Context: an optimization exercise on an open-source flow, tuned for small area, a short achievable clock period and few clock cycles. The choices shown serve that exercise and are no tape-out recipe. Only simulation tests tie the RTL to the original design; equivalence was not proved.

==> inputs of sierra <==
// ofdmtx_enc
module ofdmtx_enc (
    input  wire        clk,
    input  wire        rst,
    input  wire        start_valid,
    output wire        start_ready,
    input  wire [7:0]  cfg_rb,      
    input  wire [11:0] cfg_len,     
    input  wire [6:0]  cfg_seed,    
    input  wire        in_valid,
    output wire        in_ready,
    input  wire [7:0]  in_data,
    output wire        out_valid,
    input  wire        out_ready,
    output wire [5:0]  out_data,
    output wire        out_last,
    output wire        out_err
);
==> flow/config.mk <==
export PLATFORM = sky130hd
export DESIGN_NAME = ofdmtx_enc
export DESIGN_NICKNAME = ofdmtx_enc
export VERILOG_FILES = /design/flow/design.v
export SDC_FILE = /design/flow/constraint.sdc
export NUM_CORES = 4
export LEC_CHECK = 0
export CAP_MARGIN = 20
export CORE_MARGIN = 2
export CORE_UTILIZATION = 40
export CTS_CLUSTER_DIAMETER = 60
export CTS_CLUSTER_SIZE = 30
export SLEW_MARGIN = 20
==> flow/constraint.sdc <==
create_clock -name core_clock -period 20.0 [get_ports {clk}]
set_input_delay 4.0000 -clock core_clock [delete_from_list [all_inputs] [get_ports {clk}]]
set_output_delay 4.0000 -clock core_clock [all_outputs]
set_load 0.01 [all_outputs]
standard.sh (not shown) runs the stock make flow with config.mk's settings and CLKGATE_MAP_FILE= SYNTH_SCRIPT=/design/flow/synth_recipe.tcl, a recipe that flattens the netlist after the stock synthesis.
==> flow/flow/run.sh <==
#!/bin/bash
# The standard layout (the standard.sh: standard synthesis, then ORFS to
# finish), with ORFS's own setup repair asked to leave a slack margin, so that
# its sizing passes also shorten the paths that already meet the 20 ns clock.
# The clock, the constraints and every other step are the standard ones.
set -euo pipefail
bash standard.sh SETUP_SLACK_MARGIN=15.0 finish > standard_finish.log 2>&1
==> willow: changes against sierra <==
--- a/flow/design.v
+++ b/flow/design.v
@@ -27,17 +27,16 @@
     localparam [1:0] F_IDLE = 2'd0, F_DEC = 2'd1, F_FILL = 2'd2, F_ERR = 2'd3;
     reg [1:0]   fstate;
     reg [7:0]   f_rb;
     reg [11:0]  f_rem;       
     reg [6:0]   scr;         
     reg         f_tdone;     
     reg         f_first;     
     reg [4:0]   f_row;       
-    reg [5:0]   hist;        
     reg         full;        
     reg         full_last;   
     reg         full_err;    
     reg         ch_q;        
     reg         sr_q;        
     reg         ir_q;        
     reg         bv;          
     reg [7:0]   bd;
@@ -45,17 +44,16 @@
     reg         r_act, r_err, r_last;
     reg [3:0]   f_g;         
     reg [3:0]   r_g;         
     reg [3:0]   r_c;         
     reg [4:0]   r_q;         
     reg [1:0]   r_blk;
     reg [3:0]   r_sc;
     reg [2:0]   r_d;         
-    reg         r_sh;        
     reg         o_v, o_last, o_err;
     reg [5:0]   o_d;
     reg         k_v, k_last, k_err;
     reg [5:0]   k_d;
     assign start_ready = sr_q;
     assign in_ready    = ir_q;
     assign out_valid   = o_v;
     assign out_data    = o_d;
@@ -140,25 +138,23 @@
     wire [5:0] hip = perm6(hi, r_g[2], r_g[3], hi_next ? !r_c[0] : r_c[0], hi_next ? ncm3 : r_cm3);
     wire [11:0] W  = {hip, lop} >> qm;
     wire [5:0] beat_d = W[5:0] & {{2{r_d[2] & r_d[1]}}, {2{r_d[2]}}, !r_d[0], 1'b1};
     wire sym_end   = (r_blk == 2'd3) && (r_sc == 4'd11);
     wire beat_last = r_err || (r_last && sym_end);
     wire produce   = r_act && !k_v;
     wire done      = produce && (r_err || sym_end);
     wire pickup    = full && (!r_act || done);
-    wire shift     = produce && r_sh;
     wire [4:0] qd      = r_q + {2'b00, r_d};
     wire       xcol    = (qd >= r_ncol);
     wire [4:0] q_adv   = xcol ? qd - r_ncol : qd;
     wire [3:0] c_adv   = xcol ? r_c + 4'd1 : r_c;
     wire [1:0] blk_n1  = r_blk + 2'd1;
     wire [2:0] d_adv   = (r_sc == 4'd11) ? cost(f_rb[2*blk_n1 +: 2]) : r_d;
-    wire [4:0] qd_adv  = q_adv + {2'b00, d_adv};
-    wire       sh_adv  = (qd_adv >= r_ncol) && c_adv[0] && (c_adv != 4'd15);
+    wire       shift   = produce && !r_err && xcol && r_c[0] && (r_c != 4'd15);
     wire       r_act_n = pickup || (r_act && !done);
     wire [4:0] r_q_n   = pickup ? 5'd0 : (produce && !r_err) ? q_adv : r_q;
     wire [3:0] r_c_n   = pickup ? 4'd0 : (produce && !r_err) ? c_adv : r_c;
     reg [1:0] fstate_n;
     reg       full_n;
     always @* begin
         fstate_n = fstate;
         full_n   = full;
@@ -186,16 +182,18 @@
     wire       chase_n   = rdy_n || (c15_n && (r_q_n >= 5'd2 + {4'd0, s2_n}));
     wire       k_v_n     = o_v && !out_ready && (k_v || produce);
     wire       mv_n      = rdy_n || !k_v_n;
     wire       ir0       = (fstate_n == F_FILL) && !full_n && chase_n && mv_n && pay0;    
     wire [4:0] row1      = f_row + 5'd1;
     wire       pay1      = !(f_first && row1[4:1] == 4'd0) && (row_pay ? !rem1 : !rem0);
     wire       ir1       = !row_lastc && chase_n && mv_n && pay1;
     wire       bv_n      = (bv && !pop) || (in_valid && ir_q);
+    wire [5:0] hist = r_g[3] ? R[137 +: 6] : r_g[2] ? R[89 +: 6] : r_g[1] ? R[65 +: 6] :
+                      r_g[0] ? R[41 +: 6] : R[17 +: 6];
     always @(posedge clk)
         if (shift || (wr && f_row == 5'd0))
             R[5:0] <= shift ? R[6:1] : (f_first ? 6'd0 : hist);
     genvar gr;
     generate
         for (gr = 0; gr < 18; gr = gr + 1) begin : g_row
             wire [8:0] up = (gr == 17) ? {1'b0, R[6+8*gr +: 8]} : R[6+8*gr +: 9];
             always @(posedge clk)
@@ -259,33 +257,30 @@
         end
         if (wr) begin
             scr <= scr8;
             if (row_pay) f_rem <= f_rem - 12'd1;
             if (row_tail) f_tdone <= 1'b1;
             if (row_lastc) begin
                 f_row     <= 5'd0;
                 f_first   <= 1'b0;
-                hist      <= wbyte[7:2];
                 full_last <= f_tdone || row_tail;
             end else begin
                 f_row <= f_row + 5'd1;
             end
         end
         if (pickup) begin
             r_err  <= full_err;
             r_last <= full_last;
             r_g    <= f_g;
             r_blk  <= 2'd0;
             r_sc   <= 4'd0;
             r_d    <= cost(f_rb[1:0]);
-            r_sh   <= 1'b0;
         end else if (produce && !r_err) begin
             r_d  <= d_adv;
-            r_sh <= sh_adv;
             if (r_sc == 4'd11) begin
                 r_sc  <= 4'd0;
                 r_blk <= blk_n1;
             end else begin
                 r_sc <= r_sc + 4'd1;
             end
         end
         r_q <= r_q_n;
==> flow/flow/run.sh (replaced) <==
#!/bin/bash
# The standard layout (the standard.sh: standard synthesis, then ORFS to
# finish), with these changes to how it is made:
#  - ORFS's own setup repair is asked to leave a slack margin, so that its
#    sizing passes also shorten the paths that already meet the 20 ns clock;
#  - the port buffers that buffer_ports inserts on every input and output are
#    plain buf_1 cells rather than the default pick (a delay buffer);
#  - clock tree synthesis uses the clustering of config.mk and inserts no
#    dummy balancing loads (the same arguments ORFS builds, plus
#    -dont_use_dummy_load).
# The clock, the constraints and every other step are the standard ones.
set -euo pipefail
bash standard.sh SETUP_SLACK_MARGIN=15.0 \
    "BUFFER_PORTS_ARGS=-buffer_cell sky130_fd_sc_hd__buf_1" \
    "CTS_ARGS=-sink_clustering_enable -repair_clock_nets -sink_clustering_size 35 -sink_clustering_max_diameter 70 -dont_use_dummy_load" \
    finish > standard_finish.log 2>&1
==> flow/config.mk (replaced) <==
export PLATFORM = sky130hd
export DESIGN_NAME = ofdmtx_enc
export DESIGN_NICKNAME = ofdmtx_enc
export VERILOG_FILES = /design/flow/design.v
export SDC_FILE = /design/flow/constraint.sdc
export NUM_CORES = 4
export LEC_CHECK = 0
export CAP_MARGIN = 20
export CORE_MARGIN = 2
export CORE_UTILIZATION = 40
export CTS_CLUSTER_DIAMETER = 70
export CTS_CLUSTER_SIZE = 35
export SLEW_MARGIN = 20
==> lagoon: changes against sierra <==
--- a/flow/design.v
+++ b/flow/design.v
@@ -45,17 +45,16 @@
     reg         r_act, r_err, r_last;
     reg [3:0]   f_g;         
     reg [3:0]   r_g;         
     reg [3:0]   r_c;         
     reg [4:0]   r_q;         
     reg [1:0]   r_blk;
     reg [3:0]   r_sc;
     reg [2:0]   r_d;         
-    reg         r_sh;        
     reg         o_v, o_last, o_err;
     reg [5:0]   o_d;
     reg         k_v, k_last, k_err;
     reg [5:0]   k_d;
     assign start_ready = sr_q;
     assign in_ready    = ir_q;
     assign out_valid   = o_v;
     assign out_data    = o_d;
@@ -140,25 +139,23 @@
     wire [5:0] hip = perm6(hi, r_g[2], r_g[3], hi_next ? !r_c[0] : r_c[0], hi_next ? ncm3 : r_cm3);
     wire [11:0] W  = {hip, lop} >> qm;
     wire [5:0] beat_d = W[5:0] & {{2{r_d[2] & r_d[1]}}, {2{r_d[2]}}, !r_d[0], 1'b1};
     wire sym_end   = (r_blk == 2'd3) && (r_sc == 4'd11);
     wire beat_last = r_err || (r_last && sym_end);
     wire produce   = r_act && !k_v;
     wire done      = produce && (r_err || sym_end);
     wire pickup    = full && (!r_act || done);
-    wire shift     = produce && r_sh;
     wire [4:0] qd      = r_q + {2'b00, r_d};
     wire       xcol    = (qd >= r_ncol);
     wire [4:0] q_adv   = xcol ? qd - r_ncol : qd;
     wire [3:0] c_adv   = xcol ? r_c + 4'd1 : r_c;
     wire [1:0] blk_n1  = r_blk + 2'd1;
     wire [2:0] d_adv   = (r_sc == 4'd11) ? cost(f_rb[2*blk_n1 +: 2]) : r_d;
-    wire [4:0] qd_adv  = q_adv + {2'b00, d_adv};
-    wire       sh_adv  = (qd_adv >= r_ncol) && c_adv[0] && (c_adv != 4'd15);
+    wire       shift   = produce && !r_err && xcol && r_c[0] && (r_c != 4'd15);
     wire       r_act_n = pickup || (r_act && !done);
     wire [4:0] r_q_n   = pickup ? 5'd0 : (produce && !r_err) ? q_adv : r_q;
     wire [3:0] r_c_n   = pickup ? 4'd0 : (produce && !r_err) ? c_adv : r_c;
     reg [1:0] fstate_n;
     reg       full_n;
     always @* begin
         fstate_n = fstate;
         full_n   = full;
@@ -272,20 +269,18 @@
         end
         if (pickup) begin
             r_err  <= full_err;
             r_last <= full_last;
             r_g    <= f_g;
             r_blk  <= 2'd0;
             r_sc   <= 4'd0;
             r_d    <= cost(f_rb[1:0]);
-            r_sh   <= 1'b0;
         end else if (produce && !r_err) begin
             r_d  <= d_adv;
-            r_sh <= sh_adv;
             if (r_sc == 4'd11) begin
                 r_sc  <= 4'd0;
                 r_blk <= blk_n1;
             end else begin
                 r_sc <= r_sc + 4'd1;
             end
         end
         r_q <= r_q_n;
==> flow/flow/run.sh (replaced) <==
#!/bin/bash
# The standard layout (the standard.sh: standard synthesis, then ORFS to
# finish), with two changes to how it is made:
#  - ORFS's own setup repair is asked to leave a slack margin, so that its
#    sizing passes also shorten the paths that already meet the 20 ns clock;
#  - the port buffers that buffer_ports inserts on every input and output are
#    plain buf_1 cells rather than the default pick (a delay buffer).
# The clock, the constraints and every other step are the standard ones.
set -euo pipefail
bash standard.sh SETUP_SLACK_MARGIN=15.0 "BUFFER_PORTS_ARGS=-buffer_cell sky130_fd_sc_hd__buf_1" finish > standard_finish.log 2>&1
==> flow/config.mk (replaced) <==
export PLATFORM = sky130hd
export DESIGN_NAME = ofdmtx_enc
export DESIGN_NICKNAME = ofdmtx_enc
export VERILOG_FILES = /design/flow/design.v
export SDC_FILE = /design/flow/constraint.sdc
export NUM_CORES = 4
export LEC_CHECK = 0
export CAP_MARGIN = 20
export CORE_MARGIN = 2
export CORE_UTILIZATION = 40
export CTS_CLUSTER_DIAMETER = 70
export CTS_CLUSTER_SIZE = 35
export SLEW_MARGIN = 20
==> nickel: changes against sierra <==
--- a/flow/design.v
+++ b/flow/design.v
@@ -27,17 +27,16 @@
     localparam [1:0] F_IDLE = 2'd0, F_DEC = 2'd1, F_FILL = 2'd2, F_ERR = 2'd3;
     reg [1:0]   fstate;
     reg [7:0]   f_rb;
     reg [11:0]  f_rem;       
     reg [6:0]   scr;         
     reg         f_tdone;     
     reg         f_first;     
     reg [4:0]   f_row;       
-    reg [5:0]   hist;        
     reg         full;        
     reg         full_last;   
     reg         full_err;    
     reg         ch_q;        
     reg         sr_q;        
     reg         ir_q;        
     reg         bv;          
     reg [7:0]   bd;
@@ -45,17 +44,16 @@
     reg         r_act, r_err, r_last;
     reg [3:0]   f_g;         
     reg [3:0]   r_g;         
     reg [3:0]   r_c;         
     reg [4:0]   r_q;         
     reg [1:0]   r_blk;
     reg [3:0]   r_sc;
     reg [2:0]   r_d;         
-    reg         r_sh;        
     reg         o_v, o_last, o_err;
     reg [5:0]   o_d;
     reg         k_v, k_last, k_err;
     reg [5:0]   k_d;
     assign start_ready = sr_q;
     assign in_ready    = ir_q;
     assign out_valid   = o_v;
     assign out_data    = o_d;
@@ -140,25 +138,23 @@
     wire [5:0] hip = perm6(hi, r_g[2], r_g[3], hi_next ? !r_c[0] : r_c[0], hi_next ? ncm3 : r_cm3);
     wire [11:0] W  = {hip, lop} >> qm;
     wire [5:0] beat_d = W[5:0] & {{2{r_d[2] & r_d[1]}}, {2{r_d[2]}}, !r_d[0], 1'b1};
     wire sym_end   = (r_blk == 2'd3) && (r_sc == 4'd11);
     wire beat_last = r_err || (r_last && sym_end);
     wire produce   = r_act && !k_v;
     wire done      = produce && (r_err || sym_end);
     wire pickup    = full && (!r_act || done);
-    wire shift     = produce && r_sh;
     wire [4:0] qd      = r_q + {2'b00, r_d};
     wire       xcol    = (qd >= r_ncol);
     wire [4:0] q_adv   = xcol ? qd - r_ncol : qd;
     wire [3:0] c_adv   = xcol ? r_c + 4'd1 : r_c;
     wire [1:0] blk_n1  = r_blk + 2'd1;
     wire [2:0] d_adv   = (r_sc == 4'd11) ? cost(f_rb[2*blk_n1 +: 2]) : r_d;
-    wire [4:0] qd_adv  = q_adv + {2'b00, d_adv};
-    wire       sh_adv  = (qd_adv >= r_ncol) && c_adv[0] && (c_adv != 4'd15);
+    wire       shift   = produce && !r_err && xcol && r_c[0] && (r_c != 4'd15);
     wire       r_act_n = pickup || (r_act && !done);
     wire [4:0] r_q_n   = pickup ? 5'd0 : (produce && !r_err) ? q_adv : r_q;
     wire [3:0] r_c_n   = pickup ? 4'd0 : (produce && !r_err) ? c_adv : r_c;
     reg [1:0] fstate_n;
     reg       full_n;
     always @* begin
         fstate_n = fstate;
         full_n   = full;
@@ -186,16 +182,18 @@
     wire       chase_n   = rdy_n || (c15_n && (r_q_n >= 5'd2 + {4'd0, s2_n}));
     wire       k_v_n     = o_v && !out_ready && (k_v || produce);
     wire       mv_n      = rdy_n || !k_v_n;
     wire       ir0       = (fstate_n == F_FILL) && !full_n && chase_n && mv_n && pay0;    
     wire [4:0] row1      = f_row + 5'd1;
     wire       pay1      = !(f_first && row1[4:1] == 4'd0) && (row_pay ? !rem1 : !rem0);
     wire       ir1       = !row_lastc && chase_n && mv_n && pay1;
     wire       bv_n      = (bv && !pop) || (in_valid && ir_q);
+    wire [5:0] hist = r_g[3] ? R[137 +: 6] : r_g[2] ? R[89 +: 6] : r_g[1] ? R[65 +: 6] :
+                      r_g[0] ? R[41 +: 6] : R[17 +: 6];
     always @(posedge clk)
         if (shift || (wr && f_row == 5'd0))
             R[5:0] <= shift ? R[6:1] : (f_first ? 6'd0 : hist);
     genvar gr;
     generate
         for (gr = 0; gr < 18; gr = gr + 1) begin : g_row
             wire [8:0] up = (gr == 17) ? {1'b0, R[6+8*gr +: 8]} : R[6+8*gr +: 9];
             always @(posedge clk)
@@ -259,33 +257,30 @@
         end
         if (wr) begin
             scr <= scr8;
             if (row_pay) f_rem <= f_rem - 12'd1;
             if (row_tail) f_tdone <= 1'b1;
             if (row_lastc) begin
                 f_row     <= 5'd0;
                 f_first   <= 1'b0;
-                hist      <= wbyte[7:2];
                 full_last <= f_tdone || row_tail;
             end else begin
                 f_row <= f_row + 5'd1;
             end
         end
         if (pickup) begin
             r_err  <= full_err;
             r_last <= full_last;
             r_g    <= f_g;
             r_blk  <= 2'd0;
             r_sc   <= 4'd0;
             r_d    <= cost(f_rb[1:0]);
-            r_sh   <= 1'b0;
         end else if (produce && !r_err) begin
             r_d  <= d_adv;
-            r_sh <= sh_adv;
             if (r_sc == 4'd11) begin
                 r_sc  <= 4'd0;
                 r_blk <= blk_n1;
             end else begin
                 r_sc <= r_sc + 4'd1;
             end
         end
         r_q <= r_q_n;
==> flow/flow/run.sh (replaced) <==
#!/bin/bash
# The standard layout (the standard.sh: standard synthesis, then ORFS to
# finish), with these changes to how it is made:
#  - ORFS's own setup repair is asked to leave a slack margin, so that its
#    sizing passes also shorten the paths that already meet the 20 ns clock;
#  - the port buffers that buffer_ports inserts on every input and output are
#    plain buf_1 cells rather than the default pick (a delay buffer);
#  - clock tree synthesis uses the clustering of config.mk and inserts no
#    dummy balancing loads (the same arguments ORFS builds, plus
#    -dont_use_dummy_load).
# The clock, the constraints and every other step are the standard ones.
set -euo pipefail
bash standard.sh SETUP_SLACK_MARGIN=15.4 \
    "BUFFER_PORTS_ARGS=-buffer_cell sky130_fd_sc_hd__buf_1" \
    "CTS_ARGS=-sink_clustering_enable -repair_clock_nets -sink_clustering_size 35 -sink_clustering_max_diameter 70 -dont_use_dummy_load" \
    finish > standard_finish.log 2>&1
==> flow/config.mk (replaced) <==
export PLATFORM = sky130hd
export DESIGN_NAME = ofdmtx_enc
export DESIGN_NICKNAME = ofdmtx_enc
export VERILOG_FILES = /design/flow/design.v
export SDC_FILE = /design/flow/constraint.sdc
export NUM_CORES = 4
export LEC_CHECK = 0
export CAP_MARGIN = 20
export CORE_MARGIN = 2
export CORE_UTILIZATION = 40
export CTS_CLUSTER_DIAMETER = 70
export CTS_CLUSTER_SIZE = 35
export SLEW_MARGIN = 20
==> impl_metrics.ini <==
[run_status]
run_status = no timing/DRC/antenna violations

[power_and_ir_drop]
comb_power_uw = 1920
p_comb_share_pct = 56.8

[finish]
final_cells = 1896
layout_commonest_cell = edfxtp_1

[sta]
fin_ws_ns = 14.95

[setup_path]
r2r_slack_ns = 15.33
cp-endpoint = out_data[0]
r2r_end = r_sh

[global_routing]
grt_pass1_wl_mm = 56.7

[cts]
clk_latency_ns = 0.56

[logic_synthesis]
syn-mean-instance-area_um2 = 10.8
synth_top_area_share_pct = 42.0
-- figures above: sierra

==> impl_metrics.ini <==
[logic_synthesis]
synth_top_area_share_pct = 42.0
syn-mean-instance-area_um2 = 10.5

[run_status]
run_status = no timing/DRC/antenna violations

[global_routing]
grt_pass1_wl_mm = 56.7
met1_usage_pct = 24.8

[cts]
htreeDepth = 1
clk_latency_ns = 0.53

[sta]
fin_ws_ns = 14.94

[power_and_ir_drop]
pg_clk_uw = 341
comb_power_uw = 1530
p_comb_share_pct = 56.0

[finish]
layout_commonest_cell = edfxtp_1
final_cells = 1862
-- figures above: nickel

==> impl_metrics.ini <==
[finish]
regMostFlops = R
layout_commonest_cell = edfxtp_1
final_cells = 1863

[floorplanning]
core-area_um2 = 35700
start_util_pct = 40.7

[power_and_ir_drop]
p_leak_uw = 0.00632
comb_power_uw = 1520
p_comb_share_pct = 55.7

[placed_design]
placedCellCount = 1840

[sta]
fin_ws_ns = 15.01
max_freq_ghz = 0.200

[logic_synthesis]
ys_types = 74
syn-mean-instance-area_um2 = 10.5
synth_top_area_share_pct = 42.0

[setup_path]
end_kind = output port
r2r_slack_ns = 15.48
r2r_end = ir_q
cp-endpoint = out_err

[cts]
clk_latency_ns = 0.54

[run_status]
run_status = no timing/DRC/antenna violations
-- figures above: willow

==> impl_metrics.ini <==
[run_status]
run_status = no timing/DRC/antenna violations

[finish]
area_delta_synth_final_pct = 8.39
antenna-diode-count = 0

[sta]
fin_ws_ns = 14.97

[setup_path]
r2r_end = o_d[1]
cp-endpoint = out_err
cp_data_arrival_time_ns = 1.03
r2r_slack_ns = 15.31

[global_routing]
grt_pass1_wl_mm = 55.3
grt.busiest_layer = met2

[floorplanning]
core-area_um2 = 36300
placementRows = 70
tap_cells = 468

[hold_path]
holdPathStages = 0

[logic_synthesis]
syn-mean-instance-area_um2 = 10.6

[power_and_ir_drop]
comb_power_uw = 1620
p_comb_share_pct = 55.8
-- figures above: lagoon

Testbench counts of sierra, summed over its fixed seeds: cycles 75,348.
Testbench counts of willow, summed over its fixed seeds: cycles 75,348.
Testbench counts of lagoon, summed over its fixed seeds: cycles 75,348.
Testbench counts of nickel, summed over its fixed seeds: cycles 75,348.

static timing again, ports no longer ideal:
How much do the figures lean on ideal ports? The routed layouts below were timed once more, with nothing changed but the port constraints. Step 1 assumes that a clkbuf_16 drives the clock port and a buf_2 every other input. Step 2 moves the port delays by t, midway between the first and last clock arrival at a register: inputs arrive t later, outputs are due t later. That takes back most of the time a late clock gives input paths. Three values: ideal, step 1, step 2; two values: the first two.
run	t, ns	setup WS [ns]	worst hold slack (ns)
sierra	0.595	14.950 / 14.897 / 14.508	0.457 / 0.457 / 0.457
willow	0.551	15.008 / 14.955 / 14.787	0.447 / 0.447 / 0.447
lagoon	0.563	14.971 / 14.920 / 14.875	0.469 / 0.469 / 0.469
nickel	0.545	14.937 / 14.887 / 14.852	0.459 / 0.459 / 0.459
After both steps every run listed still meets setup and hold. The setup slack of sierra, which loses most, moves by -0.053 ns with the drivers and by -0.442 ns with both steps.
